This is an optimization exercise on Yosys and OpenROAD, whose aim is small area, a short achievable clock period and few clock cycles, not a production implementation.
The RTL was checked by simulation tests, not by an equivalence proof against the original design.
No activity file was given, so power comes from the tool's default toggle rates.

$ cat design/flow/config.mk
export PLATFORM = sky130hd
export DESIGN_NAME = mml_voice
export DESIGN_NICKNAME = mml_voice
export VERILOG_FILES = /design/flow/design.v
export SDC_FILE = /design/flow/constraint.sdc
export NUM_CORES = 4
export LEC_CHECK = 0
export ABC_AREA = 1
export CAP_MARGIN = 20
export CORE_MARGIN = 2
export CORE_UTILIZATION = 55
export SLEW_MARGIN = 20
$ cat design/flow/constraint.sdc
create_clock -name core_clock -period 10.0 [get_ports {clk}]
set_input_delay 2.0000 -clock core_clock [delete_from_list [all_inputs] [get_ports {clk}]]
set_output_delay 2.0000 -clock core_clock [all_outputs]
set_load 0.01 [all_outputs]
$ cat design/flow/design.v
module mml_voice (
    input  wire        clk,
    input  wire        rst,         
    input  wire        in_valid,
    input  wire [7:0]  in_byte,
    input  wire        in_last,     
    output reg         in_ready,
    output reg         out_valid,
    input  wire        out_ready,
    output reg  [1:0]  out_kind,    
    output reg  [18:0] out_freq,    
    output reg  [28:0] out_dur,     
    output reg  [1:0]  out_fill,    
    output reg  [3:0]  out_vol,     
    output reg  [2:0]  out_err,     
    output reg         out_fg       
);
  localparam [1:0] K_TONE = 2'd0, K_END = 2'd1, K_ERR = 2'd2;
  localparam [2:0] E_MISSING_NUM = 3'd1, E_NOTE_RANGE = 3'd2,
                   E_ZERO_LEN    = 3'd3, E_ZERO_TEMPO = 3'd4,
                   E_BAD_ACC     = 3'd5, E_BAD_M      = 3'd6,
                   E_BAD_CMD     = 3'd7;
  localparam [4:0] C_SHARP = 5'd10, C_FLAT = 5'd11, C_DOT = 5'd12,
                   C_SEMI  = 5'd13, C_GT   = 5'd14, C_LT  = 5'd15,
                   C_B     = 5'd17, C_F    = 5'd21,
                   C_L     = 5'd23, C_T    = 5'd24, C_O   = 5'd25,
                   C_V     = 5'd26, C_N    = 5'd27, C_P   = 5'd28,
                   C_M     = 5'd29, C_S    = 5'd30, C_X   = 5'd31;
  localparam [3:0] U_NOP  = 4'd0,    
                   U_GT   = 4'd1,    
                   U_LT   = 4'd2,    
                   U_L    = 4'd3,
                   U_T    = 4'd4,
                   U_O    = 4'd5,
                   U_V    = 4'd6,
                   U_N    = 4'd7,
                   U_NOTE = 4'd8,    
                   U_P    = 4'd9,
                   U_M    = 4'd10,   
                   U_ERR  = 4'd11,   
                   U_SKIP = 4'd12;   
  localparam [29:0] K240 = 30'd240000000, K360 = 30'd360000000;
  function [4:0] classify(input [7:0] b);
    reg [7:0] f;
    begin
      f = (b >= 8'h61 && b <= 8'h7a) ? {b[7:6], 1'b0, b[4:0]} : b;
      if (f >= 8'h30 && f <= 8'h39) classify = {1'b0, f[3:0]};
      else case (f)
        8'h23, 8'h2b: classify = C_SHARP;
        8'h2d: classify = C_FLAT;
        8'h2e: classify = C_DOT;
        8'h3b: classify = C_SEMI;
        8'h3e: classify = C_GT;
        8'h3c: classify = C_LT;
        8'h41, 8'h42, 8'h43, 8'h44, 8'h45, 8'h46, 8'h47:
               classify = {2'b10, f[2:0] - 3'd1};
        8'h4c: classify = C_L;
        8'h54: classify = C_T;
        8'h4f: classify = C_O;
        8'h56: classify = C_V;
        8'h4e: classify = C_N;
        8'h50: classify = C_P;
        8'h4d: classify = C_M;
        8'h53: classify = C_S;
        default: classify = C_X;
      endcase
    end
  endfunction
  reg [4:0] b_cls;
  reg       b_last;
  reg       b_valid;
  reg [4:0] s_cls;
  reg       s_last;
  reg       s_valid;
  wire [4:0] in_cls = classify(in_byte);
  reg [2:0]  oct;
  reg [2:0]  coct;        
  reg [15:0] len_n;
  reg [2:0]  len_k_n;     
  reg        len_p2_n;    
  reg [1:0]  speed;
  reg [3:0]  vol;
  reg        fg;
  reg [27:0] q240;        
  reg [28:0] q360;        
  reg [3:0]  cmd;
  reg        str_done;    
  reg        fresh;       
  reg [3:0]  semi;        
  reg [15:0] num;
  reg        have_num;
  reg        have_len;    
  reg        is_n;        
  reg        dotted;
  reg        divt;        
  reg        divl;        
  reg        stall;       
  reg [4:0]  dcnt;
  reg        endq;        
  reg [17:0] freq_r;      
  reg [2:0]  errc;        
  wire       is_digit = !b_cls[4] && (b_cls[3:0] <= 4'd9);
  wire       is_sharp = (b_cls == C_SHARP);
  wire       is_flat  = (b_cls == C_FLAT);
  wire       is_dot   = (b_cls == C_DOT);
  wire [15:0] num_x10d = {num[12:0], 3'b000} + {num[14:0], 1'b0} + {12'd0, b_cls[3:0]};
  wire        num_sat  = (num > 16'd6553) || (num == 16'd6553 && b_cls[3:0] > 4'd5);
  wire [15:0] num_next = num_sat ? 16'hffff : num_x10d;
  reg cont;
  always @(*) begin
    case (cmd)
      U_L, U_T, U_O, U_V: cont = is_digit;
      U_N, U_P:           cont = !dotted && (is_digit || is_dot);
      U_NOTE:             cont = (fresh && (is_sharp || is_flat)) ||
                                 (!dotted && (is_digit || is_dot));
      U_M:                cont = 1'b1;
      default:            cont = 1'b0;
    endcase
  end
  function [3:0] pow2_k(input [15:0] x);    
    reg [3:0] any1, two1;
    reg [1:0] any2, two2;
    reg       any3, two3;
    integer   j;
    begin
      for (j = 0; j < 4; j = j + 1) begin
        any1[j] = x[2*j] | x[2*j+1];
        two1[j] = x[2*j] & x[2*j+1];
      end
      for (j = 0; j < 2; j = j + 1) begin
        any2[j] = any1[2*j] | any1[2*j+1];
        two2[j] = two1[2*j] | two1[2*j+1] | (any1[2*j] & any1[2*j+1]);
      end
      any3 = any2[0] | any2[1];
      two3 = two2[0] | two2[1] | (any2[0] & any2[1]);
      pow2_k[3] = any3 & !two3 & (x[15:8] == 8'd0);
      pow2_k[0] = x[1] | x[3] | x[5] | x[7];
      pow2_k[1] = x[2] | x[3] | x[6] | x[7];
      pow2_k[2] = x[4] | x[5] | x[6] | x[7];
    end
  endfunction
  wire [3:0]  num_pk   = pow2_k(num);
  wire [15:0] len_sel  = have_len ? num : len_n;
  wire        len_pow2 = have_len ? num_pk[3]   : len_p2_n;
  wire [2:0]  len_k    = have_len ? num_pk[2:0] : len_k_n;
  wire [28:0] q_sel     = dotted ? q360 : {1'b0, q240};
  wire [28:0] dur_shift = q_sel >> len_k;
  wire [6:0]  u_note   = coct * 7'd12 + {3'd0, semi};
  wire [6:0]  u_sel    = is_n ? num[6:0] : (cmd == U_P) ? 7'd0 : u_note;
  wire [18:0] rom_freq;
  mml_freq_rom u_rom (.u(u_sel), .freq_chz(rom_freq));
  wire [3:0]  tone_vol = (is_n && (num[6:0] == 7'd0)) ? 4'd0 : vol;
  function [3:0] base_semi1(input [2:0] l);
    case (l)
      3'd0: base_semi1 = 4'd10;   
      3'd1: base_semi1 = 4'd12;   
      3'd2: base_semi1 = 4'd1;    
      3'd3: base_semi1 = 4'd3;    
      3'd4: base_semi1 = 4'd5;    
      3'd5: base_semi1 = 4'd6;    
      default: base_semi1 = 4'd8;  
    endcase
  endfunction
  reg [4:0]  t_cnt0;
  reg [15:0] t_rema0, t_remb0;
  always @(*) begin
    if (num[15:12] != 4'd0) begin
      t_cnt0 = 5'd16; t_rema0 = K240 >> 17; t_remb0 = K360 >> 17;
    end else if (num[11:8] != 4'd0) begin
      t_cnt0 = 5'd20; t_rema0 = K240 >> 21; t_remb0 = K360 >> 21;
    end else if (num[7] != 1'b0) begin
      t_cnt0 = 5'd21; t_rema0 = K240 >> 22; t_remb0 = K360 >> 22;
    end else if (num[6] != 1'b0) begin
      t_cnt0 = 5'd22; t_rema0 = K240 >> 23; t_remb0 = K360 >> 23;
    end else if (num[5] != 1'b0) begin
      t_cnt0 = 5'd23; t_rema0 = K240 >> 24; t_remb0 = K360 >> 24;
    end else begin
      t_cnt0 = 5'd28; t_rema0 = 16'd0;      t_remb0 = 16'd0;
    end
  end
  function [16:0] step1(input [15:0] r, input b, input [15:0] d);
    reg [16:0] t;
    reg [17:0] sd;
    reg        q;
    begin
      t  = {r, b};
      sd = {1'b0, t} - {2'b00, d};
      q  = !sd[17];
      step1 = {q, q ? sd[15:0] : t[15:0]};
    end
  endfunction
  wire        a_b   = divt ? K240[dcnt] : out_dur[28];
  wire [16:0] st_a  = step1(freq_r[15:0], a_b, len_sel);
  wire [16:0] st_b  = step1(out_dur[15:0], K360[dcnt], num);
  wire busy = stall;
  always @(*) begin
    in_ready = !s_valid;
    out_freq = {1'b0, freq_r};
    out_err  = out_vol[2:0];    
  end
  reg        w_consume;    
  reg        w_start;      
  reg        w_skip;       
  reg        w_tone;
  reg        w_end;
  reg        w_err;
  reg        w_fin;        
  reg        w_tdiv;       
  reg        w_ldiv;       
  reg [2:0]  err_code;
  always @(*) begin
    w_consume = 1'b0;
    w_start   = 1'b0;
    w_skip    = 1'b0;
    w_tone    = 1'b0;
    w_end     = 1'b0;
    w_err     = 1'b0;
    w_fin     = 1'b0;
    w_tdiv    = 1'b0;
    w_ldiv    = 1'b0;
    err_code  = errc;
    if (!busy) begin
      case (cmd)
        U_SKIP: w_consume = b_valid;
        U_ERR: begin
          w_err  = 1'b1;
          w_skip = !str_done && b_valid;
        end
        default: begin
          if (str_done || (b_valid && !cont)) begin
            w_fin = 1'b1;
            case (cmd)
              U_L: begin
                if (!have_num)     begin w_fin = 1'b0; err_code = E_MISSING_NUM; end
                else if (num == 0) begin w_fin = 1'b0; err_code = E_ZERO_LEN; end
              end
              U_T: begin
                if (!have_num)     begin w_fin = 1'b0; err_code = E_MISSING_NUM; end
                else if (num == 0) begin w_fin = 1'b0; err_code = E_ZERO_TEMPO; end
              end
              U_O, U_V: begin
                if (!have_num)     begin w_fin = 1'b0; err_code = E_MISSING_NUM; end
              end
              U_N: begin
                if (!have_num)          begin w_fin = 1'b0; err_code = E_MISSING_NUM; end
                else if (num > 16'd84)  begin w_fin = 1'b0; err_code = E_NOTE_RANGE; end
              end
              U_NOTE, U_P: begin
                if (have_num && num == 0) begin w_fin = 1'b0; err_code = E_ZERO_LEN; end
              end
              U_M: begin w_fin = 1'b0; err_code = E_BAD_M; end
              default: ;
            endcase
            if (!w_fin) begin
              w_err  = 1'b1;
              w_skip = !str_done;
            end else if (cmd == U_T) begin
              w_tdiv = 1'b1;                  
            end else if (cmd == U_N || cmd == U_NOTE || cmd == U_P) begin
              if (len_pow2) begin
                w_tone  = 1'b1;
                w_start = b_valid;
              end else begin
                w_ldiv = 1'b1;
              end
            end else begin
              w_end   = str_done;
              w_start = b_valid;
            end
          end else begin
            w_consume = b_valid;
          end
        end
      endcase
    end
  end
  wire needs_out = w_tone || w_end || w_err || w_tdiv || w_ldiv;
  wire go        = !(needs_out && (endq || (out_valid && !out_ready)));
  wire start     = w_start && go;
  wire go_skip   = w_skip && go;
  wire consume   = (w_consume || w_start || w_skip) && go;
  wire emit_tone = w_tone && go;
  wire emit_end  = w_end && go;
  wire emit_err  = w_err && go;
  wire fin       = w_fin && go;
  wire tdiv      = w_tdiv && go;
  wire ldiv      = w_ldiv && go;
  always @(posedge clk) begin
    if (consume) begin
      if (s_valid) begin
        b_cls   <= s_cls;
        b_last  <= s_last;
        s_valid <= 1'b0;
      end else begin
        b_valid <= in_valid;
        b_cls   <= in_cls;
        b_last  <= in_last;
      end
    end else if (!b_valid) begin
      b_valid <= in_valid;
      b_cls   <= in_cls;
      b_last  <= in_last;
    end else if (!s_valid) begin
      s_valid <= in_valid;
      s_cls   <= in_cls;
      s_last  <= in_last;
    end
    if (out_valid && out_ready) begin
      if (endq) begin
        out_kind <= K_END;
        endq     <= 1'b0;
      end else begin
        out_valid <= 1'b0;
      end
    end
    if (emit_tone) begin
      out_valid <= 1'b1;
      out_kind  <= K_TONE;
      freq_r    <= rom_freq[17:0];
      out_dur   <= dur_shift;
      out_fill  <= speed;
      out_vol   <= tone_vol;
      out_fg    <= fg;          
      endq      <= str_done;
    end
    if (emit_end) begin
      out_valid <= 1'b1;
      out_kind  <= K_END;
      out_fg    <= fg;
    end
    if (emit_err) begin
      out_valid      <= 1'b1;
      out_kind       <= K_ERR;
      out_vol[2:0]   <= err_code;
      out_fg         <= fg;
    end
    if (fin) begin
      case (cmd)
        U_GT: coct <= (coct == 3'd6) ? 3'd6 : coct + 3'd1;
        U_LT: coct <= (coct == 3'd0) ? 3'd0 : coct - 3'd1;
        U_L: begin
          len_n    <= num;
          len_k_n  <= num_pk[2:0];
          len_p2_n <= num_pk[3];
        end
        U_O: begin
          oct  <= (num > 16'd6) ? 3'd6 : num[2:0];
          coct <= (num > 16'd6) ? 3'd6 : num[2:0];
        end
        U_V: vol <= (num > 16'd15) ? 4'd15 : num[3:0];
        U_N, U_NOTE, U_P: if (!ldiv) coct <= oct;
        default: ;
      endcase
    end
    if ((emit_tone || emit_end) && !start) begin
      cmd      <= U_NOP;
      str_done <= 1'b0;
    end
    if (emit_err) begin
      if (str_done) begin
        cmd      <= U_NOP;
        str_done <= 1'b0;
      end else if (!go_skip) begin
        cmd <= U_SKIP;
      end
    end
    if (go_skip) begin
      cmd      <= b_last ? U_NOP : U_SKIP;
      str_done <= 1'b0;
    end
    if (cmd == U_SKIP && consume && b_last) cmd <= U_NOP;
    if (start) begin
      str_done <= b_last;
      num      <= 16'd0;
      have_num <= 1'b0;
      have_len <= 1'b0;
      dotted   <= 1'b0;
      fresh    <= 1'b0;
      is_n     <= (b_cls == C_N);
      casez (b_cls)
        C_SEMI: cmd <= U_NOP;
        C_GT:   cmd <= U_GT;
        C_LT:   cmd <= U_LT;
        C_L:    cmd <= U_L;
        C_T:    cmd <= U_T;
        C_O:    cmd <= U_O;
        C_V:    cmd <= U_V;
        C_N:    cmd <= U_N;
        C_P:    cmd <= U_P;
        C_M:    cmd <= U_M;
        5'b10000, 5'b10001, 5'b10010, 5'b10011, 5'b10100, 5'b10101, 5'b10110: begin
          cmd   <= U_NOTE;
          semi  <= base_semi1(b_cls[2:0]);
          fresh <= 1'b1;
        end
        default: begin
          cmd  <= U_ERR;
          errc <= E_BAD_CMD;
        end
      endcase
    end
    if (consume && !start && !go_skip && cmd != U_SKIP) begin
      str_done <= b_last;
      fresh    <= 1'b0;
      if (cmd == U_M) begin
        case (b_cls)
          C_N: begin speed <= 2'd0; cmd <= U_NOP; end
          C_L: begin speed <= 2'd1; cmd <= U_NOP; end
          C_S: begin speed <= 2'd2; cmd <= U_NOP; end
          C_F: begin fg    <= 1'b1; cmd <= U_NOP; end
          C_B: begin fg    <= 1'b0; cmd <= U_NOP; end
          default: begin cmd <= U_ERR; errc <= E_BAD_M; end
        endcase
      end else if (is_digit) begin
        num      <= num_next;
        have_num <= 1'b1;
        have_len <= (cmd != U_N);
      end else if (is_dot) begin
        dotted <= 1'b1;
      end else begin
        if ((is_flat && (semi == 4'd1 || semi == 4'd6)) ||
            (is_sharp && (semi == 4'd5 || semi == 4'd12))) begin
          cmd  <= U_ERR;
          errc <= E_BAD_ACC;
        end else begin
          semi <= is_flat ? semi - 4'd1 : semi + 4'd1;
        end
      end
    end
    if (tdiv) begin
      divt           <= 1'b1;
      stall          <= 1'b1;
      dcnt           <= t_cnt0;
      freq_r[15:0] <= t_rema0;
      out_dur[15:0]  <= t_remb0;
      q240           <= 28'd0;
      q360           <= 29'd0;
      cmd            <= U_NOP;
    end
    if (divt) begin
      freq_r[15:0] <= st_a[15:0];
      out_dur[15:0]  <= st_b[15:0];
      q240           <= {q240[26:0], st_a[16]};
      q360           <= {q360[27:0], st_b[16]};
      dcnt           <= dcnt - 5'd1;
      if (dcnt == 5'd1) stall <= 1'b0;    
      if (dcnt == 5'd0) divt <= 1'b0;
    end
    if (ldiv) begin
      divl           <= 1'b1;
      stall          <= 1'b1;
      dcnt           <= 5'd28;
      freq_r[15:0] <= 16'd0;
      out_dur        <= q_sel;
    end
    if (divl) begin
      freq_r[15:0] <= st_a[15:0];
      out_dur        <= {out_dur[27:0], st_a[16]};
      dcnt           <= dcnt - 5'd1;
      if (dcnt == 5'd0) begin
        divl      <= 1'b0;
        stall     <= 1'b0;
        out_valid <= 1'b1;
        out_kind  <= K_TONE;
        freq_r    <= rom_freq[17:0];
        out_fill  <= speed;
        out_vol   <= tone_vol;
        out_fg    <= fg;
        endq      <= str_done;
        coct      <= oct;
        cmd       <= U_NOP;
        str_done  <= 1'b0;
      end
    end
    if (rst) begin
      b_valid   <= 1'b0;
      s_valid   <= 1'b0;
      oct       <= 3'd4;
      coct      <= 3'd4;
      len_n     <= 16'd4;
      len_k_n   <= 3'd2;
      len_p2_n  <= 1'b1;
      speed     <= 2'd0;
      vol       <= 4'd15;
      fg        <= 1'b1;
      q240      <= 28'd2000000;
      q360      <= 29'd3000000;
      cmd       <= U_NOP;
      str_done  <= 1'b0;
      divt      <= 1'b0;
      divl      <= 1'b0;
      stall     <= 1'b0;
      out_valid <= 1'b0;
      endq      <= 1'b0;
    end
  end
endmodule
module mml_freq_rom (
    input  wire [6:0]  u,
    output reg  [18:0] freq_chz
);
  always @(*) begin
    case (u)
      7'd1: freq_chz = 19'd1635;
      7'd2: freq_chz = 19'd1732;
      7'd3: freq_chz = 19'd1835;
      7'd4: freq_chz = 19'd1945;
      7'd5: freq_chz = 19'd2060;
      7'd6: freq_chz = 19'd2183;
      7'd7: freq_chz = 19'd2312;
      7'd8: freq_chz = 19'd2450;
      7'd9: freq_chz = 19'd2596;
      7'd10: freq_chz = 19'd2750;
      7'd11: freq_chz = 19'd2914;
      7'd12: freq_chz = 19'd3087;
      7'd13: freq_chz = 19'd3270;
      7'd14: freq_chz = 19'd3465;
      7'd15: freq_chz = 19'd3671;
      7'd16: freq_chz = 19'd3889;
      7'd17: freq_chz = 19'd4120;
      7'd18: freq_chz = 19'd4365;
      7'd19: freq_chz = 19'd4625;
      7'd20: freq_chz = 19'd4900;
      7'd21: freq_chz = 19'd5191;
      7'd22: freq_chz = 19'd5500;
      7'd23: freq_chz = 19'd5827;
      7'd24: freq_chz = 19'd6174;
      7'd25: freq_chz = 19'd6541;
      7'd26: freq_chz = 19'd6930;
      7'd27: freq_chz = 19'd7342;
      7'd28: freq_chz = 19'd7778;
      7'd29: freq_chz = 19'd8241;
      7'd30: freq_chz = 19'd8731;
      7'd31: freq_chz = 19'd9250;
      7'd32: freq_chz = 19'd9800;
      7'd33: freq_chz = 19'd10383;
      7'd34: freq_chz = 19'd11000;
      7'd35: freq_chz = 19'd11654;
      7'd36: freq_chz = 19'd12347;
      7'd37: freq_chz = 19'd13081;
      7'd38: freq_chz = 19'd13859;
      7'd39: freq_chz = 19'd14683;
      7'd40: freq_chz = 19'd15556;
      7'd41: freq_chz = 19'd16481;
      7'd42: freq_chz = 19'd17461;
      7'd43: freq_chz = 19'd18500;
      7'd44: freq_chz = 19'd19600;
      7'd45: freq_chz = 19'd20765;
      7'd46: freq_chz = 19'd22000;
      7'd47: freq_chz = 19'd23308;
      7'd48: freq_chz = 19'd24694;
      7'd49: freq_chz = 19'd26163;
      7'd50: freq_chz = 19'd27718;
      7'd51: freq_chz = 19'd29366;
      7'd52: freq_chz = 19'd31113;
      7'd53: freq_chz = 19'd32963;
      7'd54: freq_chz = 19'd34923;
      7'd55: freq_chz = 19'd36999;
      7'd56: freq_chz = 19'd39200;
      7'd57: freq_chz = 19'd41530;
      7'd58: freq_chz = 19'd44000;
      7'd59: freq_chz = 19'd46616;
      7'd60: freq_chz = 19'd49388;
      7'd61: freq_chz = 19'd52325;
      7'd62: freq_chz = 19'd55437;
      7'd63: freq_chz = 19'd58733;
      7'd64: freq_chz = 19'd62225;
      7'd65: freq_chz = 19'd65926;
      7'd66: freq_chz = 19'd69846;
      7'd67: freq_chz = 19'd73999;
      7'd68: freq_chz = 19'd78399;
      7'd69: freq_chz = 19'd83061;
      7'd70: freq_chz = 19'd88000;
      7'd71: freq_chz = 19'd93233;
      7'd72: freq_chz = 19'd98777;
      7'd73: freq_chz = 19'd104650;
      7'd74: freq_chz = 19'd110873;
      7'd75: freq_chz = 19'd117466;
      7'd76: freq_chz = 19'd124451;
      7'd77: freq_chz = 19'd131851;
      7'd78: freq_chz = 19'd139691;
      7'd79: freq_chz = 19'd147998;
      7'd80: freq_chz = 19'd156798;
      7'd81: freq_chz = 19'd166122;
      7'd82: freq_chz = 19'd176000;
      7'd83: freq_chz = 19'd186466;
      7'd84: freq_chz = 19'd197553;
      default: freq_chz = 19'd0;
    endcase
  end
endmodule
$ cat design/flow/flow/run.sh
#!/bin/bash
set -euo pipefail
bash standard.sh synth > synth.log 2>&1
bash standard.sh SETUP_SLACK_MARGIN=6.5 "BUFFER_PORTS_ARGS=-buffer_cell sky130_fd_sc_hd__buf_2" finish > layout.log 2>&1
$ cat design/flow/standard.sh
#!/bin/bash
# synth_recipe.tcl (not shown) runs the flow's synth.tcl, then flattens the netlist and writes it again
# the make line also repeats each setting of config.mk as NAME=value (left out here)
make -C /OpenROAD-flow-scripts/flow DESIGN_CONFIG=/design/flow/config.mk WORK_HOME=/design/flow/orfs CLKGATE_MAP_FILE= SYNTH_SCRIPT=/design/flow/synth_recipe.tcl "${@:-finish}"
==> flow_metrics.tcl, run 1 <==
set metrics [dict create \
    status "finished clean" \
    finalCriticalPeriod_ps 3483 \
    rr_startpoint "dcnt[0]" \
    post-route-period-util 0.3483 \
    leakage_nw 8.636 \
    route.top_layer_used "met4" \
    viasPerCell 6.027 \
    area.growth.synth_to_final_pct 15.51 \
    fp.dieW_um 176.8 \
    nNetsFinal 2741 \
    rows 63 \
    grt_use_total 0.3487 \
    yosys_warnings 2 \
    slowest_delay_ps 400 \
    root_buffer "clkbuf_16" \
    fillCellCount 2762 \
    portBuffers 73 \
    initialDrtViolationCount 2089 \
    final-hold-violation-count 0 \
    drive_gt1_frac 0.1318 \
    worstHoldStart "out_fill[0]" \
    hold_buffers 0 \
    synthesis.nets 2669 \
    maxCapViolCount 0 \
    rr_worst_depth 21 \
    clk_pin_slew_ps 60 \
    yosys_most_used_dff "dfxtp_1" \
    ff2ff_setup_slack_ps 6520 \
    p_total_mw 6.443 \
    die_area_um2 31250 \
    syn-mean-instance-area_um2 6.424 \
    syn-cell-area_um2 16420 \
    num_vias 18304 \
    grt_overflow 0 \
    path_class "reg2reg" \
    finalInstanceArea_um2 18970 \
    grt_pass1_wl_mm 87.17 \
    dpl.hpwl_mm 40.89 \
    drcViolationCount 0 \
    arrival_ps 3800 \
    routedWlPerCell_um 18.75 \
    setup_violations 0 \
    diodes 0 \
    hp-class "reg2reg" \
    clkLatencyLatePin_ps 560 \
    powerDensity_nw_per_um2 339.7 \
    grt_pass1_vias 16419 \
    syn-instance-count 2556 \
    antenna_found_initial 0 \
    fin_hold_ws_ps 442.8 \
    synth-seq-area-share 0.2859 \
    start_util 0.5570 \
    yosysUniqueCellTypes 60 \
    slew_headroom 0.4005 \
    critPathMaxFanout 5 \
    end_kind "flip-flop" \
    startpoint_type "flip-flop" \
    peakVddDrop_v 0.0001922 \
    placed_cell_area_um2 17030 \
    coreArea_um2 29480 \
    cts_buffers 25 \
    synth_edf_count 63 \
    routedLengthMet1_mm 23.53 \
    drtPass1Iterations 7 \
    cts.sinks 203 \
    gp_congestion 0.9810 \
    ant_nets 0 \
    htreeDepth 1 \
    io_pins 75 \
    min_to "out_fill[0]" \
    fmaxAchievable_mhz 287.1 \
    path_cells "inv_2 -> buf_4 -> ha_1 -> nor2_1 -> a21oi_2 -> a32oi_2 -> ha_2 -> nand3b_1 -> nand2_2 -> nand4_1 -> nand3_2 -> nand3_1 -> o211ai_1 -> nand2_2 -> buf_12 -> nand2_4 -> buf_4 -> o211ai_1 -> nand3_1 -> nand2_1 -> nand2_1" \
    cts_buffer_depth 3 \
    async_flop_share 0 \
    timing.critical_path.required_ps 10320 \
    cts_tree "yes" \
    multi_input_area_um2 10780 \
    routed_wl_mm 56.94 \
    rsz0062_at_grt "yes" \
    wl_met3_mm 5.504 \
    grt_max_degree 82 \
    synth_seq_cells 203 \
    routed-wl-met2_mm 25.33 \
    rr_endpoint "out_dur[10]" \
    tns_ps 0 \
    seq_area_um2 4707 \
    timing_worst_slew_pin_value_ps 895.9 \
    slowest_stage "edfxtp_1" \
    drv_slew 0 \
    skew_ps 32.18 \
    holdPathStages 2 \
    die-height_um 176.8 \
]
## flip-flops by register name, summed over array words and instances, names as in the netlist, 2 cells and up
| register | count |
|---|---|
| oct | 3 |
| len_k_n | 3 |
| s_cls | 5 |
| num | 16 |
| speed | 2 |
| out_kind | 2 |
| coct | 3 |
| q240 | 28 |
| freq_r | 18 |
| out_dur | 29 |
| semi | 4 |
| errc | 3 |
| cmd | 4 |
| out_vol | 4 |
| b_cls | 5 |
| out_fill | 2 |
| len_n | 16 |
| vol | 4 |
| q360 | 29 |
| dcnt | 5 |
## metrics by stage
stage	std cells	utilization	setup slack, ps
finish	3037	0.6434	6517
global placement	2925	0.5778	5348
global route	3037	0.6434	6362
floorplan	2556	-	6459
CTS	2990	0.6186	6414
detailed placement	2925	0.5778	5250
## report_power, final
| part | total, mW | switching [mW] | internal [mW] |
|---|---|---|---|
| sequential | 1.32 | 0.206 | 1.12 |
| clock | 0.948 | 0.381 | 0.567 |
| combinational | 4.17 | 2.77 | 1.40 |
| total | 6.44 | 3.36 | 3.09 |
## kinds of logic (layout without fill, tap and decap cells)
family	after synthesis	after routing	share of synthesized area
multiplexers	9	9	0.005562
buffers and inverters	367	454	0.08892
adder cells (fa/ha/maj)	100	100	0.07894
AO/OA/AOI/OAI	660	661	0.2238
flip-flops	203	203	0.2859
other	1	1	0.0002284
AND/OR/NAND/NOR	1179	1182	0.2969
XOR/XNOR	37	37	0.01973
## cells in the final DEF, fill, tap and decap left out, types with 6 or more instances in the layout
master,Yosys,routed
a21boi_0,6,6
a21oi_1,206,196
a21oi_2,0,9
a22oi_1,9,8
a31oi_1,12,11
buf_2,15,71
buf_4,5,61
clkbuf_16,0,32
clkinvlp_4,0,16
dfxtp_1,140,132
dfxtp_2,0,7
edfxtp_1,63,63
ha_1,94,85
inv_1,247,224
inv_2,6,14
mux2i_1,8,8
nand2_1,757,740
nand2_2,6,16
nand2_4,2,7
nand2_8,1,6
nand3_1,148,143
nand3_2,1,6
nand3b_1,10,10
nand4_1,24,24
nor2_1,176,165
nor2_2,10,15
nor2_4,1,7
nor3_1,20,16
o211ai_1,45,45
o21ai_0,299,262
o21ai_1,15,42
o21ai_2,0,8
o221ai_1,8,8
o22ai_1,14,12
or2_2,16,15
xnor2_1,12,12
xor2_1,25,25
## layer usage
metal  track usage  vias to the layer above
li1              -                     8760
met3       0.06572                      176
met4        0.1429                        0
met5             0                        -
met2        0.5521                      954
met1        0.4677                     8414
## synth_stat cells, types with 6 or more instances
cell	n	area [µm²]
nand4_1	24	150.1
xnor2_1	12	105.1
edfxtp_1	63	1892
nand2_1	757	2841
a21oi_1	206	1031
nor2_1	176	660.6
a21boi_0	6	45.04
inv_2	6	22.52
inv_1	247	927.1
nand3_1	148	740.7
a31oi_1	12	75.07
or2_2	16	100.1
nand2_2	6	37.54
clkbuf_1	79	296.5
o22ai_1	14	87.58
fa_1	6	120.1
dfxtp_1	140	2803
xor2_1	25	219.0
nand3b_1	10	75.07
ha_1	94	1176
a22oi_1	9	67.56
o211ai_1	45	337.8
buf_6	6	67.56
nor2_2	10	62.56
buf_2	15	75.07
o21ai_1	15	75.07
mux2i_1	8	80.08
nor3_1	20	100.1
o221ai_1	8	70.07
o21ai_0	299	1496
## layout make-up
| cell class | count | share of cell area |
|---|---|---|
| repair buffers | 145 | 0.05528 |
| flip-flops and latches | 203 | 0.2482 |
| multi-input cells | 1990 | 0.5683 |
| clock buffers | 35 | 0.04057 |
| well taps | 390 | 0.02573 |
| inverters | 257 | 0.05435 |
| clock inverters | 11 | 0.005343 |
| repair inverters | 6 | 0.002243 |
## worst max-delay path by stage
stage,endpoint,slack [ps],cells past startpoint,startpoint
CTS,freq_r[5],6410,15,cmd[3]
detailed placement,out_dur[24],5250,8,out_ready
global route,freq_r[10],6360,23,dcnt[0]
global placement,out_dur[22],5350,8,out_ready
finish,out_dur[10],6520,21,dcnt[0]
floorplan,b_cls[2],6460,14,in_byte[0]
## worst max-delay path, delay by kind of cell, from the launching register on
family                     cells  cell delay, ps
adders and majority gates      2             440
and+or+nand+nor               11            1120
DFF                            1             400
buffers and inverters          4             520
AOI/OAI and AO/OA              4             780
## what timing repair did
action | CTS | global route
pin swaps | 5 | 37
resized for setup | 67 | 98
setup buffers | 14 | 39
cloned | 5 | 8
endpoints found under the setup margin | 167 | 169
Testbench counts, summed over its fixed seeds: cycles 18,967.
==> inputs of run 2 (changes only) <==
--- a/design/flow/config.mk
+++ b/design/flow/config.mk
@@ -10,3 +10,4 @@
 export CORE_MARGIN = 2
-export CORE_UTILIZATION = 55
+export CORE_UTILIZATION = 40
 export SLEW_MARGIN = 20
+export TNS_END_PERCENT = 10
==> flow_metrics.tcl, run 2 <==
set metrics [dict create \
    tns_ps 0 \
    yosys_warnings 2 \
    arrival_ps 3830 \
    fp.dieW_um 206.6 \
    fin_hold_ws_ps 445.5 \
    synth_edf_count 63 \
    maxCapViolCount 0 \
    startpoint_type "flip-flop" \
    nNetsFinal 2724 \
    rows 74 \
    synth-seq-area-share 0.2859 \
    setup_violations 0 \
    placed_cell_area_um2 17200 \
    viasPerCell 5.572 \
    layout.cells.non_filler 3162 \
    drcViolationCount 0 \
    status "finished clean" \
    fillCellCount 4262 \
    yosys_most_used_dff "dfxtp_1" \
    area.growth.synth_to_final_pct 15.56 \
    diodes 0 \
    post-route-period-util 0.3518 \
    worstHoldStart "out_fill[1]" \
    initialDrtViolationCount 2031 \
    min_to "out_fill[1]" \
    hold_buffers 0 \
    syn-mean-instance-area_um2 6.424 \
    slew_headroom 0.4607 \
    root_buffer "clkbuf_16" \
    powerDensity_nw_per_um2 338.8 \
    portBuffers 73 \
    routedWlPerCell_um 18.32 \
    p_total_mw 6.429 \
    synthesis.nets 2669 \
    leakage_nw 8.575 \
    end_kind "flip-flop" \
    finalInstanceArea_um2 18980 \
    layout_commonest_cell "nand2_1" \
    drive_gt1_frac 0.1262 \
    ff2ff_setup_slack_ps 6480 \
    ys_top_cells_by_count "nand2_1 (757), o21ai_0 (299), inv_1 (247)" \
    synth_seq_cells 203 \
    holdPathStages 2 \
    yosysUniqueCellTypes 60 \
    io_pins 75 \
    routed_wl_mm 57.94 \
    drv_slew 0 \
    syn-instance-count 2556 \
    cts.sinks 203 \
    ant_nets 0 \
    path_class "reg2reg" \
    rsz0062_at_grt "yes" \
    syn-cell-area_um2 16420 \
    dpl.hpwl_mm 42.85 \
    fin_util 0.4668 \
    synthTopCellsByArea "nand2_1 (17%), dfxtp_1 (17%), edfxtp_1 (12%)" \
    peakVddDrop_v 0.0001460 \
    htreeDepth 1 \
    dp_cells 3069 \
    hp-class "reg2reg" \
    clkLatencyLatePin_ps 560 \
    die_area_um2 42690 \
    synth.top_cell.area_share 0.1730 \
    cts_tree "yes" \
    fmaxAchievable_mhz 284.3 \
    synth.most_common_cell "nand2_1" \
    timing_worst_slew_pin_value_ps 808.9 \
    async_flop_share 0 \
    skew_ps 9.796 \
    drtPass1Iterations 6 \
    dp_slack_ps 5209 \
    grt_pass1_vias 16324 \
    rr_startpoint "dcnt[0]" \
    cts_buffers 25 \
    rr_endpoint "out_dur[3]" \
    critPathMaxFanout 5 \
    grt_overflow 0 \
    grt_pass1_wl_mm 89.34 \
    timing.critical_path.required_ps 10310 \
    reg_top3 "out_dur (29), q360 (29), q240 (28)" \
    coreArea_um2 40650 \
    die-height_um 206.6 \
    setup_ws_ps 6482 \
    grt_use_total 0.2645 \
    most-common-layout-cells "nand2_1 (739), o21ai_0 (267), inv_1 (230), a21oi_1 (197), nor2_1 (162)" \
    finalCriticalPeriod_ps 3518 \
    start_util 0.4040 \
    rr_worst_depth 19 \
    antenna_found_initial 0 \
    num_vias 17618 \
    gp_congestion 0.9573 \
    cts_buffer_depth 3 \
    final-hold-violation-count 0 \
    grt_max_degree 82 \
    clk_pin_slew_ps 60 \
    synth_top_area_cell "nand2_1" \
]
-- run 2: cell counts after synthesis --
No cell type changed its count.
-- run 2: per-layer routing --
layer | routed length [µm] | track usage | vias to the layer above | part of all wire
li1 | - | - | 8709 | -
met1 | 26770 | 0.3798 | 8119 | 0.46
met2 | 24920 | 0.3985 | 699 | 0.43
met3 | 4517 | 0.04725 | 91 | 0.078
met4 | 1737 | 0.08852 | 0 | 0.030
met5 | 0 | 0 | - | 0
-- run 2: area by class of cell --
| cell class | count | area (µm²) | area share |
|---|---|---|---|
| tap | 532 | 665.6 | 0.03508 |
| multi-input combinational | 1987 | 10730 | 0.5654 |
| timing repair inverter | 2 | 12.51 | 0.0006594 |
| clock buffer | 29 | 650.6 | 0.03429 |
| inverter | 257 | 1008 | 0.05315 |
| clock inverter | 17 | 242.7 | 0.01279 |
| timing repair buffer | 135 | 964.7 | 0.05084 |
| sequential | 203 | 4702 | 0.2478 |
-- run 2: how the worst max path moves through the flow --
stage | end | start
after CTS | out_dur[10] | dcnt[0]
after detailed placement | out_dur[27] | out_ready
after global placement | out_dur[27] | out_ready
after global routing | out_dur[3] | dcnt[0]
final | out_dur[3] | dcnt[0]
after floorplan | b_cls[4] | in_byte[2]
-- run 2: critical path, cell delays in order (launching register included) --
cell and delay, ps:
edfxtp_1 430, buf_6 150, buf_4 140, nor2_1 150, nor2_1 80, a32oi_2 280
ha_2 250, nand3b_1 160, nand2_4 100, nand4_1 110, nand3_2 100, nand3_1 90
o211ai_1 140, nand2_2 210, nand2_4 120, or2_2 320, o211ai_1 120, nand4_1 140
nand2_2 120, nand2_1 50
-- run 2: logic make-up (layout without fill, tap and decap cells) --
| kind of cell | Yosys count | in the layout | share of synthesized area |
|---|---|---|---|
| muxes | 9 | 9 | 0.005562 |
| adders and majority gates | 100 | 100 | 0.07894 |
| and+or+nand+nor | 1179 | 1180 | 0.2969 |
| AOI/OAI and AO/OA | 660 | 660 | 0.2238 |
| other | 1 | 1 | 0.0002284 |
| buffers and inverters | 367 | 440 | 0.08892 |
| DFF | 203 | 203 | 0.2859 |
| xor gates and xnor gates | 37 | 37 | 0.01973 |
-- run 2: timing repair --
item	CTS	global route
pin swaps	7	22
endpoints found under the setup margin	164	161
gates cloned	2	3
resized for setup	59	94
setup buffers	13	29
-- run 2: where the power goes --
group / internal [mW] / switching, mW / leakage (nW) / total [mW]
Clock: 0.602 / 0.393 / 0.430 / 0.995
Sequential: 1.12 / 0.204 / 1.70 / 1.32
Combinational: 1.38 / 2.73 / 6.44 / 4.11
==> inputs of run 3 (changes only) <==
--- a/design/flow/config.mk
+++ b/design/flow/config.mk
@@ -12,2 +12 @@
 export SLEW_MARGIN = 20
-export TNS_END_PERCENT = 10
==> flow_metrics.tcl, run 3 <==
set metrics [dict create \
    synth_top_area_cell "nand2_1" \
    hp-class "reg2reg" \
    clkLatencyLatePin_ps 540 \
    syn-instance-count 2556 \
    area.growth.synth_to_final_pct 16.88 \
    most-common-layout-cells "nand2_1 (735), o21ai_0 (274), inv_1 (222), a21oi_1 (196), nor2_1 (161)" \
    yosys_warnings 2 \
    crit_top_cell "nand2_1" \
    fmaxAchievable_mhz 291.5 \
    maxCapViolCount 0 \
    arrival_ps 3720 \
    worstHoldStart "len_n[0]" \
    start_util 0.4040 \
    startpoint_type "flip-flop" \
    setup_violations 0 \
    cts_buffers 24 \
    routedWlPerCell_um 18.38 \
    rr_startpoint "dcnt[0]" \
    yosysUniqueCellTypes 60 \
    grt_use_total 0.2638 \
    holdPathStages 2 \
    io_pins 75 \
    drv_slew 0 \
    rsz0062_at_grt "yes" \
    crit_family "compound AO/OA/AOI/OAI gates" \
    portBuffers 73 \
    slowest_stage "edfxtp_1" \
    coreArea_um2 40650 \
    end_kind "flip-flop" \
    final-hold-violation-count 0 \
    yosys_most_used_dff "dfxtp_1" \
    tns_ps 0 \
    post-route-period-util 0.3431 \
    grt_overflow 0 \
    ant_nets 0 \
    cts_tree "yes" \
    timing_worst_slew_pin_value_ps 977.5 \
    synthesis.nets 2669 \
    htreeDepth 1 \
    synth_edf_count 63 \
    routed_wl_mm 58.30 \
    syn-mean-instance-area_um2 6.424 \
    synth.top_cell.area_share 0.1730 \
    skew_ps 15.39 \
    slew_headroom 0.3460 \
    path_cells "inv_2 -> ha_4 -> inv_4 -> ha_4 -> a21oi_2 -> o211ai_1 -> o211a_1 -> inv_1 -> ha_2 -> inv_2 -> fa_2 -> nand3_2 -> nand2_2 -> nand2_1 -> o211ai_1 -> a21o_1 -> a21oi_2 -> xor2_1 -> nand2_1 -> o21ai_2 -> nor2_1 -> a21oi_1 -> nand2_1" \
    cts.sinks 203 \
    antenna_found_initial 0 \
    finalCriticalPeriod_ps 3431 \
    slowest_delay_ps 430 \
    dpl.hpwl_mm 42.49 \
    powerDensity_nw_per_um2 335.4 \
    diodes 0 \
    async_flop_share 0 \
    grt_pass1_vias 16249 \
    fp.dieW_um 206.6 \
    synth.most_common_cell "nand2_1" \
    ff2ff_setup_slack_ps 6570 \
    synth_seq_cells 203 \
    syn-cell-area_um2 16420 \
    rr_endpoint "freq_r[10]" \
    finalInstanceArea_um2 19190 \
    num_vias 17978 \
    leakage_nw 8.630 \
    synthTopCellsByArea "nand2_1 (17%), dfxtp_1 (17%), edfxtp_1 (12%)" \
    cts_buffer_depth 3 \
    status "finished clean" \
    path_class "reg2reg" \
    drcViolationCount 0 \
    viasPerCell 5.668 \
    fin_util 0.4722 \
    drive_gt1_frac 0.1390 \
    gp_congestion 0.9452 \
    critPathMaxFanout 4 \
    min_to "len_n[0]" \
    rows 74 \
    timing.critical_path.required_ps 10290 \
    nNetsFinal 2736 \
    root_buffer "clkbuf_16" \
    initialDrtViolationCount 1938 \
    ys_top_cells_by_count "nand2_1 (757), o21ai_0 (299), inv_1 (247)" \
    grt_pass1_wl_mm 89.46 \
    hold_buffers 0 \
    drtPass1Iterations 6 \
    die-height_um 206.6 \
    clk_pin_slew_ps 70 \
    die_area_um2 42690 \
    reg_top3 "out_dur (29), q360 (29), q240 (28)" \
    peakVddDrop_v 0.0001613 \
    layout_commonest_cell "nand2_1" \
    rr_worst_depth 23 \
    grt_max_degree 82 \
    path_buf_inv 4 \
    synth-seq-area-share 0.2859 \
    placed_cell_area_um2 17230 \
]
==> run 3: cell counts after synthesis <==
No cell type changed its count.
==> run 3: tightest hold or removal path: cells and delay by family (launching register included) <==
family,cells,cell delay (ps)
compound gates,1,50
buf+inv,1,50
flops,1,300
==> run 3: logic make-up after synthesis <==
group | share of synthesized area
other | 0.0002284
flip-flops | 0.2859
AO/OA/AOI/OAI | 0.2238
multiplexers | 0.005562
adder cells (fa/ha/maj) | 0.07894
buffers and inverters | 0.08892
XOR/XNOR | 0.01973
AND/OR/NAND/NOR | 0.2969
==> run 3: worst max path at each step <==
| stage | cells after the start | start | endpoint |
|---|---|---|---|
| 2_1_floorplan | 14 | in_byte[0] | b_cls[2] |
| 3_3_place_gp | 8 | out_ready | out_dur[23] |
| 3_5_place_dp | 8 | out_ready | out_dur[24] |
| 4_1_cts | 19 | dcnt[0] | out_dur[3] |
| 5_1_grt | 23 | dcnt[0] | freq_r[10] |
| 6_report | 23 | dcnt[0] | freq_r[10] |
==> run 3: per-layer routing <==
layer | wire length, µm | GRT usage
met4 | 1953 | 0.08087
met5 | 0 | 0
met1 | 26540 | 0.3855
met3 | 4821 | 0.03014
met2 | 24990 | 0.4053
==> run 3: metrics by stage <==
stage | hold slack [ps] | instances | setup slack (ps) | power, mW
finish | 449.6 | 3172 | 6569 | 6.436
global route | 470.5 | 3172 | 6383 | 6.937
CTS | 452.8 | 3126 | 6466 | 6.056
detailed placement | 437.3 | 3070 | 5168 | 4.982
global placement | 431.5 | 3070 | 5253 | 4.983
floorplan | 418.7 | 2556 | 6459 | 3.922
==> run 3: what timing repair did <==
action,4_1_cts,5_1_grt
setup endpoints to repair,177,153
gates resized for setup,77,116
cloned,2,6
buffers inserted,11,40
pin swaps,12,37
==> run 3: area by class of cell <==
cell class	instances	area, µm²
well taps	532	665.6
repair inverters	3	20.02
clock inverters	11	123.9
fillers	4176	21450
clock buffers	32	694.4
repair buffers	145	1044
multi-input cells	1989	10900
inverters	257	1039
flip-flops and latches	203	4711
==> run 3: where the power goes <==
group	leakage, nW	total (mW)	switching, mW	internal, mW
Clock	0.407	0.927	0.384	0.543
Combinational	6.52	4.18	2.76	1.42
Sequential	1.71	1.33	0.206	1.12
Total	8.63	6.44	3.35	3.08
==> inputs of run 4 (changes only) <==
--- a/design/flow/config.mk
+++ b/design/flow/config.mk
@@ -11,2 +11,4 @@
 export CORE_UTILIZATION = 40
+export CTS_CLUSTER_DIAMETER = 60
+export CTS_CLUSTER_SIZE = 22
 export SLEW_MARGIN = 20
==> flow_metrics.tcl, run 4 <==
set metrics [dict create \
    status "finished clean" \
    timing_worst_slew_pin_value_ps 762.2 \
    htreeDepth 1 \
    arrival_ps 3700 \
    rr_startpoint "dcnt[0]" \
    synth_top_area_cell "nand2_1" \
    die_area_um2 42690 \
    async_flop_share 0 \
    p_total_mw 6.351 \
    syn-cell-area_um2 16420 \
    finalCriticalPeriod_ps 3441 \
    end_kind "flip-flop" \
    finalInstanceArea_um2 19060 \
    critPathMaxFanout 18 \
    drcViolationCount 0 \
    synth_edf_count 63 \
    grt_overflow 0 \
    multi_input_area_um2 10900 \
    antenna_found_initial 1 \
    crit_start "out_ready" \
    slew_headroom 0.4865 \
    num_vias 17943 \
    cts_buffer_depth 3 \
    grt_use_total 0.2638 \
    grt_pass1_vias 16202 \
    root_buffer "clkbuf_16" \
    ant_nets 0 \
    coreArea_um2 40650 \
    yosys_most_used_dff "dfxtp_1" \
    powerDensity_nw_per_um2 333.2 \
    viasPerCell 5.676 \
    routed_wl_mm 57.97 \
    hp-class "reg2reg" \
    yosysUniqueCellTypes 60 \
    skew_ps 27.98 \
    dpl.hpwl_mm 42.49 \
    maxCapViolCount 0 \
    synth.most_common_cell "nand2_1" \
    grt_pass1_wl_mm 89.32 \
    rows 74 \
    setup_violations 0 \
    clk_pin_slew_ps 60 \
    gp_congestion 0.9452 \
    synth_seq_cells 203 \
    drive_gt1_frac 0.1373 \
    cts_tree "yes" \
    synth.top_cell.area_share 0.1730 \
    post-route-period-util 0.3441 \
    cts_buffers 23 \
    drtPass1Iterations 6 \
    synthTopCellsByArea "nand2_1 (17%), dfxtp_1 (17%), edfxtp_1 (12%)" \
    portBuffers 73 \
    area.growth.synth_to_final_pct 16.08 \
    peakVddDrop_v 0.0002226 \
    synthesis.nets 2669 \
    cts.sinks 203 \
    synth-seq-area-share 0.2859 \
    drv_slew 0 \
    seq_area_um2 4715 \
    io_pins 75 \
    syn-mean-instance-area_um2 6.424 \
    routedWlPerCell_um 18.34 \
    reg_top3 "out_dur (29), q360 (29), q240 (28)" \
    placed_cell_area_um2 17230 \
    clkLatencyLatePin_ps 550 \
    ys_top_cells_by_count "nand2_1 (757), o21ai_0 (299), inv_1 (247)" \
    fillCellCount 4201 \
    nNetsFinal 2725 \
    rsz0062_at_grt "yes" \
    leakage_nw 8.554 \
    most-common-layout-cells "nand2_1 (732), o21ai_0 (272), inv_1 (222), a21oi_1 (195), nor2_1 (162)" \
    yosys_warnings 2 \
    final-hold-violation-count 0 \
    syn-instance-count 2556 \
    tns_ps 0 \
    worstHoldStart "len_n[0]" \
    fmaxAchievable_mhz 290.6 \
    initialDrtViolationCount 2062 \
    path_class "in2reg" \
    diodes 0 \
    layout_commonest_cell "nand2_1" \
    fp.dieW_um 206.6 \
    die-height_um 206.6 \
    timing.critical_path.required_ps 10260 \
    start_util 0.4040 \
    startpoint_type "primary input" \
    grt_max_degree 82 \
]
-- run 4: cell counts after synthesis --
No cell type changed its count.
-- run 4: area by class of cell --
| cell class | count | area share |
|---|---|---|
| multi-input cells | 1989 | 0.5716 |
| repair inverters | 2 | 0.0007877 |
| repair buffers | 136 | 0.05172 |
| well taps | 532 | 0.03492 |
| clock inverters | 15 | 0.007548 |
| inverters | 257 | 0.05402 |
| flip-flops and latches | 203 | 0.2473 |
| clock buffers | 27 | 0.03210 |
-- run 4: worst paths after layout --
kind | end | slack [ps] | depth (start not counted)
max | freq_r[13] | 6560 | 11
min | len_n[0] | 450 | 2
max reg2reg | freq_r[10] | 6590 | 23
min reg2reg | len_n[0] | 450 | 2
-- run 4: cells by family (layout without fill, tap and decap cells) --
| kind of cell | Yosys count | count (layout) | share of synthesized area |
|---|---|---|---|
| DFF | 203 | 203 | 0.2859 |
| other | 1 | 1 | 0.0002284 |
| xor gates and xnor gates | 37 | 37 | 0.01973 |
| and+or+nand+nor | 1179 | 1182 | 0.2969 |
| adders and majority gates | 100 | 100 | 0.07894 |
| buffers and inverters | 367 | 437 | 0.08892 |
| AOI/OAI and AO/OA | 660 | 660 | 0.2238 |
| muxes | 9 | 9 | 0.005562 |
-- run 4: per-layer routing --
metal	vias up	track usage	wire length, µm
met5	-	0	0
met4	0	0.06684	1714
met3	104	0.03108	4697
met2	755	0.4116	25060
met1	8374	0.3850	26490
li1	8710	-	-
-- run 4: worst max-delay path, cell delays in order --
cell     delay [ps]
buf_2            90
nand2_1          90
a21oi_4         210
inv_1           110
nand2_4         180
nand2_8         160
nand2_8         160
nor2_4           60
buf_12          140
nor2_1          330
o21ai_1         130
-- run 4: what timing repair did --
item | in CTS | in global routing
buffers inserted | 14 | 28
setup endpoints to repair | 171 | 148
pin swaps | 13 | 42
cloned | 3 | 4
hold buffers | 0 | 0
resized for setup | 80 | 114
-- run 4: report_power, final --
part           switching (mW)  total [mW]  internal [mW]
combinational            2.76        4.17           1.41
clock                   0.398       0.857          0.459
sequential              0.205        1.32           1.12
-- run 4: through the flow --
stage                     setup WS, ps  cells  utilization  hold WS [ps]
after floorplan                   6459   2556            -         418.7
final                             6559   3161       0.4690         450.1
after CTS                         6483   3129       0.4518         451.3
after global routing              6417   3161       0.4690         472.3
after global placement            5253   3070       0.4240         431.5
after detailed placement          5168   3070       0.4240         437.3
==> inputs of run 5 (changes only) <==
--- a/design/flow/config.mk
+++ b/design/flow/config.mk
@@ -7,3 +7,2 @@
 export LEC_CHECK = 0
-export ABC_AREA = 1
 export CAP_MARGIN = 20
==> flow_metrics.tcl, run 5 <==
set metrics [dict create \
    status "finished clean" \
    maxCapViolCount 0 \
    portBuffers 73 \
    hp-class "reg2reg" \
    fmaxAchievable_mhz 250.0 \
    yosys_most_used_dff "dfxtp_1" \
    reg_top3 "out_dur (29), q360 (29), q240 (28)" \
    fp.dieW_um 214.1 \
    cts_tree "yes" \
    fin_hold_ws_ps 437.4 \
    cts_buffers 26 \
    grt_use_total 0.2752 \
    worstHoldStart "out_fill[0]" \
    crit_start "dcnt[0]" \
    diodes 0 \
    drcViolationCount 0 \
    critPathMaxFanout 2 \
    grt_pass1_vias 17479 \
    slew_headroom 0.3002 \
    synth.top_cell.area_share 0.1588 \
    syn-cell-area_um2 17650 \
    routed_wl_mm 68.86 \
    initialDrtViolationCount 2414 \
    synth.most_common_cell "nand2_1" \
    rows 76 \
    dp_cells 2775 \
    area.growth.synth_to_final_pct 31.98 \
    dpl.hpwl_mm 43.43 \
    synthTopCellsByArea "dfxtp_1 (16%), edfxtp_1 (11%), mux2i_1 (7.0%)" \
    final-hold-violation-count 0 \
    htreeDepth 1 \
    layout.cells.non_filler 3016 \
    viasPerCell 6.382 \
    gp_congestion 0.9808 \
    coreArea_um2 43360 \
    ant_nets 0 \
    arrival_ps 4410 \
    syn-instance-count 2248 \
    drv_slew 0 \
    setup_violations 0 \
    slowest_stage "edfxtp_1" \
    startpoint_type "flip-flop" \
    ys_top_cells_by_count "nand2_1 (267), a21oi_1 (191), nor2_1 (185)" \
    num_vias 19248 \
    cts.sinks 203 \
    path_class "reg2reg" \
    post-route-period-util 0.3999 \
    synth_top_area_cell "dfxtp_1" \
    die-height_um 214.1 \
    synth_seq_cells 203 \
    finalCriticalPeriod_ps 3999 \
    end_kind "flip-flop" \
    yosysUniqueCellTypes 96 \
    skew_ps 24.41 \
    crit_top_cell "buf_6" \
    routedWlPerCell_um 22.83 \
    slowest_delay_ps 430 \
    grt_pass1_wl_mm 102.1 \
    clk_pin_slew_ps 80 \
    clkLatencyLatePin_ps 570 \
    async_flop_share 0 \
    tns_ps 0 \
    timing.critical_path.required_ps 10410 \
    layout_commonest_cell "nand2_1" \
    yosys_warnings 2 \
    drive_gt1_frac 0.2768 \
    synth-seq-area-share 0.2660 \
    nNetsFinal 2524 \
    peakVddDrop_v 0.0001307 \
    rr_startpoint "dcnt[0]" \
    grt_max_degree 126 \
    antenna_found_initial 1 \
    powerDensity_nw_per_um2 243.0 \
    synth_edf_count 63 \
    syn-mean-instance-area_um2 7.852 \
    io_pins 75 \
    grt_overflow 0 \
    most-common-layout-cells "nand2_1 (243), nor2_1 (173), a21oi_1 (158), buf_4 (126), dfxtp_1 (125)" \
    fillCellCount 3950 \
    drtPass1Iterations 5 \
    synthesis.nets 2361 \
    rsz0062_at_grt "yes" \
    root_buffer "clkbuf_16" \
    cts_buffer_depth 3 \
    timing_worst_slew_pin_value_ps 1050 \
    die_area_um2 45820 \
    leakage_nw 9.030 \
    start_util 0.4071 \
    p_total_mw 5.661 \
]
[run 5: power by group]
part / switching, mW / internal (mW)
sequential: 0.188 / 1.02
combinational: 2.01 / 1.40
clock: 0.490 / 0.541
[run 5: path summary, 6_finish.rpt]
kind / endpoint / slack [ps] / cells past startpoint
worst max register to register: freq_r[0] / 6000 / 29
worst max-delay path: freq_r[0] / 6000 / 29
worst min-delay path: out_fill[0] / 440 / 2
worst min register to register: out_fill[0] / 440 / 2
[run 5: final cells by class]
| cell class | instances | area [µm²] | area share |
|---|---|---|---|
| Inverter | 78 | 337.8 | 0.01450 |
| Multi-Input combinational cell | 1803 | 13770 | 0.5910 |
| Clock inverter | 21 | 272.8 | 0.01171 |
| Timing Repair Buffer | 299 | 2779 | 0.1193 |
| Tap cell | 585 | 732.0 | 0.03142 |
| Sequential cell | 203 | 4731 | 0.2031 |
| Clock buffer | 27 | 675.6 | 0.02900 |
[run 5: cells by family after synthesis]
family | Yosys count | synth area share
other cells | 1 | 0.0002125
fa+ha+maj | 100 | 0.07344
flops | 203 | 0.2660
buf+inv | 251 | 0.05572
xor+xnor | 40 | 0.01985
simple gates | 764 | 0.2075
compound gates | 733 | 0.2821
mux | 156 | 0.09527
[run 5: what timing repair did]
| action | CTS | global route |
|---|---|---|
| buffers inserted | 94 | 81 |
| pin swaps | 61 | 85 |
| gates resized for setup | 226 | 203 |
| gates cloned | 12 | 6 |
| endpoints found under the setup margin | 234 | 192 |
| hold buffers | 0 | 0 |
[run 5: through the flow]
step / setup WS (ps) / instance area [µm²] / utilization
2_1_floorplan: 5859 / 18140 / -
3_3_place_gp: 4936 / 18780 / 0.4330
3_5_place_dp: 4917 / 18780 / 0.4330
4_1_cts: 6046 / 21600 / 0.4982
5_1_grt: 5886 / 23290 / 0.5372
6_report: 6001 / 23290 / 0.5372
[run 5: per-layer routing]
layer,part of all wire,global-route usage,wire (µm)
met4,0.049,0.1127,3370
met3,0.094,0.04383,6507
met5,0,0,0
met1,0.42,0.3846,28710
met2,0.44,0.4219,30270
[run 5: critical path, delay by kind of cell (launching register included)]
kind,cells,cell delay [ps]
AND/OR/NAND/NOR,2,110
adder cells (fa/ha/maj),1,150
flip-flops,1,430
AO/OA/AOI/OAI,6,910
buffers and inverters,20,2220
==> inputs of run 6 (changes only) <==
--- a/design/flow/config.mk
+++ b/design/flow/config.mk
@@ -7,2 +7,3 @@
 export LEC_CHECK = 0
+export ABC_AREA = 1
 export CAP_MARGIN = 20
@@ -10,4 +11,5 @@
 export CORE_UTILIZATION = 40
-export CTS_CLUSTER_DIAMETER = 60
-export CTS_CLUSTER_SIZE = 22
+export CTS_CLUSTER_DIAMETER = 100
+export CTS_CLUSTER_SIZE = 24
+export PLACE_DENSITY = 0.75
 export SLEW_MARGIN = 20
==> flow_metrics.tcl, run 6 <==
set metrics [dict create \
    yosys_most_used_dff "dfxtp_1" \
    drcViolationCount 0 \
    hold_buffers 0 \
    ant_nets 0 \
    routedWlPerCell_um 18.17 \
    initialDrtViolationCount 2267 \
    async_flop_share 0 \
    slew_headroom 0.3704 \
    rr_endpoint "freq_r[10]" \
    die_area_um2 42690 \
    clk_pin_slew_ps 100 \
    slowest_delay_ps 240 \
    timing_worst_slew_pin_value_ps 940.9 \
    synth.most_common_cell "nand2_1" \
    rows 74 \
    rsz0062_at_grt "yes" \
    worstHoldStart "fresh" \
    die-height_um 206.6 \
    synth_top_area_cell "nand2_1" \
    nNetsFinal 2731 \
    drtPass1Iterations 6 \
    rr_startpoint "dcnt[0]" \
    final-hold-violation-count 0 \
    leakage_nw 8.530 \
    ff2ff_setup_slack_ps 6560 \
    status "finished clean" \
    coreArea_um2 40650 \
    reg_top3 "out_dur (29), q360 (29), q240 (28)" \
    critPathMaxFanout 18 \
    slowest_stage "a21oi_2" \
    hp-class "reg2reg" \
    post-route-period-util 0.3463 \
    ys_top_cells_by_count "nand2_1 (757), o21ai_0 (299), inv_1 (247)" \
    layout_commonest_cell "nand2_1" \
    grt_pass1_wl_mm 86.77 \
    grt_overflow 0 \
    gp_congestion 0.9967 \
    holdPathStages 2 \
    most-common-layout-cells "nand2_1 (730), o21ai_0 (260), inv_1 (226), a21oi_1 (196), nor2_1 (162)" \
    placed_cell_area_um2 17230 \
    io_pins 75 \
    drv_slew 0 \
    fmaxAchievable_mhz 288.8 \
    yosys_warnings 2 \
    synth_edf_count 63 \
    path_class "in2reg" \
    start_util 0.4040 \
    startpoint_type "primary input" \
    fillCellCount 4055 \
    timing.critical_path.required_ps 10250 \
    synth-seq-area-share 0.2859 \
    grt_pass1_vias 16165 \
    tns_ps 0 \
    num_vias 18187 \
    dpl.hpwl_mm 40.89 \
    finalInstanceArea_um2 18980 \
    grt_max_degree 82 \
    fp.dieW_um 206.6 \
    cts_buffer_depth 3 \
    antenna_found_initial 1 \
    arrival_ps 3720 \
    viasPerCell 5.763 \
    clkLatencyLatePin_ps 500 \
    portBuffers 73 \
    htreeDepth 1 \
    dp_cells 3069 \
    routed_wl_mm 57.35 \
    synthesis.nets 2669 \
    path_cells "buf_2 -> nand2_1 -> a21oi_2 -> inv_1 -> nand2_4 -> nand2_8 -> inv_1 -> nand2_1 -> o21ai_0 -> nand2_1 -> nand2_1 -> nand2_1" \
    root_buffer "clkbuf_16" \
    crit_top_cell "nand2_1" \
    syn-cell-area_um2 16420 \
    synth_seq_cells 203 \
    fin_hold_ws_ps 459.3 \
    drive_gt1_frac 0.1376 \
    min_to "fresh" \
    synth.top_cell.area_share 0.1730 \
    setup_violations 0 \
    diodes 0 \
    powerDensity_nw_per_um2 326.3 \
    finalCriticalPeriod_ps 3463 \
    end_kind "flip-flop" \
    grt_use_total 0.2516 \
    maxCapViolCount 0 \
    cts.sinks 203 \
    layout.cells.non_filler 3156 \
    cts_buffers 13 \
    cts_tree "yes" \
    syn-instance-count 2556 \
    syn-mean-instance-area_um2 6.424 \
    synthTopCellsByArea "nand2_1 (17%), dfxtp_1 (17%), edfxtp_1 (12%)" \
    peakVddDrop_v 0.0001313 \
    yosysUniqueCellTypes 60 \
    rr_worst_depth 23 \
    skew_ps 34.07 \
    area.growth.synth_to_final_pct 15.61 \
]
run 6: timing repair:
item | 4_1_cts | 5_1_grt
gates resized for setup | 77 | 143
pin swaps | 11 | 59
gates cloned | 3 | 8
buffers inserted | 15 | 40
endpoints found under the setup margin | 188 | 155
run 6: per-layer routing:
layer | track usage | share of wire
met4 | 0.08265 | 0.038
met1 | 0.3581 | 0.43
met2 | 0.3930 | 0.44
met3 | 0.03250 | 0.090
met5 | 0 | 0.00017
run 6: how the worst max path moves through the flow:
stage	from	to	slack, ps	cells after the start
floorplan	in_byte[0]	b_cls[2]	6460	14
global placement	out_ready	out_dur[27]	5380	8
detailed placement	out_ready	out_dur[27]	5270	8
CTS	out_ready	b_cls[2]	6480	9
global route	dcnt[0]	freq_r[12]	6410	22
finish	out_ready	out_dur[4]	6540	12
run 6: worst max-delay path, delay by kind of cell:
kind | cells | cell delay [ps]
simple gates | 7 | 800
buf+inv | 3 | 450
compound gates | 2 | 440
run 6: cells by family (layout without fill, tap and decap cells):
| group | after synthesis | in the layout | synth area share |
|---|---|---|---|
| other | 1 | 1 | 0.0002284 |
| and+or+nand+nor | 1179 | 1182 | 0.2969 |
| muxes | 9 | 9 | 0.005562 |
| AOI/OAI and AO/OA | 660 | 661 | 0.2238 |
| buffers and inverters | 367 | 431 | 0.08892 |
| xor gates and xnor gates | 37 | 37 | 0.01973 |
| DFF | 203 | 203 | 0.2859 |
| adders and majority gates | 100 | 100 | 0.07894 |
run 6: area by class of cell:
class | instances | area, µm² | share of cell area
clock buffers | 17 | 340.3 | 0.01793
clock inverters | 4 | 48.80 | 0.002570
multi-input cells | 1990 | 10980 | 0.5785
repair inverters | 3 | 17.52 | 0.0009227
repair buffers | 150 | 1184 | 0.06235
well taps | 532 | 665.6 | 0.03506
flip-flops and latches | 203 | 4711 | 0.2481
inverters | 257 | 1036 | 0.05457
run 6: power by group:
part           switching (mW)  total [mW]  internal, mW
combinational            2.81        4.30          1.49
clock                   0.312       0.565         0.253
sequential              0.216        1.33          1.12
run 6: per-stage QoR:
stage | utilization | power (mW) | setup slack, ps
2_1_floorplan | - | 3.922 | 6459
3_3_place_gp | 0.4238 | 4.928 | 5377
3_5_place_dp | 0.4238 | 4.944 | 5270
4_1_cts | 0.4431 | 5.654 | 6484
5_1_grt | 0.4671 | 6.668 | 6405
6_report | 0.4671 | 6.195 | 6537
==> inputs of run 7 (changes only) <==
--- a/design/flow/config.mk
+++ b/design/flow/config.mk
@@ -13,3 +13,2 @@
 export CTS_CLUSTER_SIZE = 24
-export PLACE_DENSITY = 0.75
 export SLEW_MARGIN = 20
==> flow_metrics.tcl, run 7 <==
set metrics [dict create \
    slowest_delay_ps 410 \
    gp_congestion 0.9452 \
    peakVddDrop_v 0.0001713 \
    cts_tree "yes" \
    start_util 0.4040 \
    nNetsFinal 2725 \
    reg_top3 "out_dur (29), q360 (29), q240 (28)" \
    crit_top_cell "nand2_1" \
    skew_ps 28.38 \
    status "finished clean" \
    yosys_most_used_dff "dfxtp_1" \
    dp_cells 3070 \
    synth-seq-area-share 0.2859 \
    syn-cell-area_um2 16420 \
    rr_startpoint "dcnt[0]" \
    num_vias 17767 \
    syn-instance-count 2556 \
    fillCellCount 4229 \
    rr_endpoint "out_dur[10]" \
    io_pins 75 \
    p_int_mw 2.786 \
    arrival_ps 3670 \
    slew_headroom 0.4785 \
    most-common-layout-cells "nand2_1 (730), o21ai_0 (268), inv_1 (225), a21oi_1 (195), nor2_1 (163)" \
    clk_pin_slew_ps 110 \
    setup_violations 0 \
    path_buf_inv 2 \
    diodes 0 \
    root_buffer "clkbuf_16" \
    clkLatencyLatePin_ps 500 \
    synth.top_cell.area_share 0.1730 \
    synth.most_common_cell "nand2_1" \
    slowest_stage "edfxtp_1" \
    cts.sinks 203 \
    end_kind "flip-flop" \
    fmaxAchievable_mhz 293.2 \
    ant_nets 0 \
    dpl.hpwl_mm 42.49 \
    tns_ps 0 \
    grt_pass1_vias 16012 \
    grt_pass1_wl_mm 88.81 \
    grt_max_degree 82 \
    synth_seq_cells 203 \
    drive_gt1_frac 0.1326 \
    timing.critical_path.required_ps 10260 \
    ys_top_cells_by_count "nand2_1 (757), o21ai_0 (299), inv_1 (247)" \
    grt_overflow 0 \
    post-route-period-util 0.3410 \
    finalCriticalPeriod_ps 3410 \
]
[run 7: cell counts after synthesis]
Identical to the previous run, type by type.
[run 7: routing by layer]
layer / wire length (µm) / global-route usage / vias up / share of wire
li1: - / - / 8698 / -
met2: 25070 / 0.4075 / 724 / 0.44
met5: 0 / 0 / - / 0
met3: 4645 / 0.02904 / 80 / 0.081
met4: 1468 / 0.06429 / 0 / 0.025
met1: 26440 / 0.3859 / 8265 / 0.46
[run 7: worst min-delay path by stage]
stage	startpoint	to	slack, ps	cells after the start
floorplan	fresh	fresh	420	2
global placement	out_fill[0]	out_fill[0]	430	2
detailed placement	out_fill[1]	out_fill[1]	440	2
CTS	speed[0]	out_fill[0]	450	2
global route	out_fill[1]	out_fill[1]	470	2
finish	speed[0]	out_fill[0]	450	2
[run 7: per-stage QoR]
| step | power (mW) | area, µm² | hold slack (ps) | setup WS [ps] | util |
|---|---|---|---|---|---|
| 2_1_floorplan | 3.922 | 16570 | 418.7 | 6459 | - |
| 3_3_place_gp | 4.983 | 17230 | 431.5 | 5253 | 0.4240 |
| 4_1_cts | 5.691 | 17960 | 451.0 | 6502 | 0.4420 |
| 5_1_grt | 6.554 | 18730 | 474.2 | 6406 | 0.4608 |
| 6_report | 6.062 | 18730 | 449.7 | 6590 | 0.4608 |
| 3_5_place_dp | 4.982 | 17230 | 437.3 | 5168 | 0.4240 |
[run 7: final cells by class]
type | instances | area [µm²] | share of cell area
inverters | 257 | 1026 | 0.05478
repair inverters | 3 | 20.02 | 0.001069
repair buffers | 145 | 1028 | 0.05491
clock buffers | 14 | 329.1 | 0.01757
multi-input cells | 1989 | 10900 | 0.5820
flip-flops and latches | 203 | 4712 | 0.2516
well taps | 532 | 665.6 | 0.03554
clock inverters | 5 | 47.55 | 0.002539
[run 7: worst reg2reg max path: stages (launching register included)]
cell,delay [ps]
edfxtp_1,410
inv_2,70
buf_4,140
ha_4,150
nor2_4,100
a21oi_2,60
a32oi_2,300
ha_2,270
fa_2,230
nor2_2,40
o21ai_2,210
nand2_1,120
nand2_1,100
nand2_1,70
a21oi_2,180
o21ai_2,100
nand2_1,90
nand2_1,50
nand2_1,80
nand3_2,60
o211ai_1,100
nand3_1,100
nand2_1,70
nand2_1,50
[run 7: power groups by stage]
| stage | Sequential [mW] | Combinational, mW | Clock, mW |
|---|---|---|---|
| global placement | 1.33 | 3.66 | 0 |
| detailed placement | 1.33 | 3.65 | 0 |
| finish | 1.32 | 4.17 | 0.567 |
| global route | 1.34 | 4.61 | 0.600 |
| floorplan | 1.28 | 2.64 | 0 |
| CTS | 1.31 | 3.80 | 0.576 |
[run 7: logic make-up (layout without fill, tap and decap cells)]
family,count (synthesis),after routing,share of synthesized area
and+or+nand+nor,1179,1182,0.2969
DFF,203,203,0.2859
xor gates and xnor gates,37,37,0.01973
muxes,9,9,0.005562
other,1,1,0.0002284
AOI/OAI and AO/OA,660,660,0.2238
buffers and inverters,367,424,0.08892
adders and majority gates,100,100,0.07894
[run 7: repair_timing]
action                                  in CTS  in global routing
hold buffers                                 0                  0
pin swaps                                   14                 44
endpoints found under the setup margin     196                154
resized for setup                           78                117
hold endpoints to repair                     0                  0
buffers inserted                            13                 39
cloned                                       2                  5

Re-timed with assumed drivers on the ports (clkbuf_16 on the clock, buf_2 on other inputs), run 7 has 6.590 ns of setup slack against 6.590 ns with ideal ports, and 6.101 ns once port delays also move by the mid clock arrival of 0.544 ns.
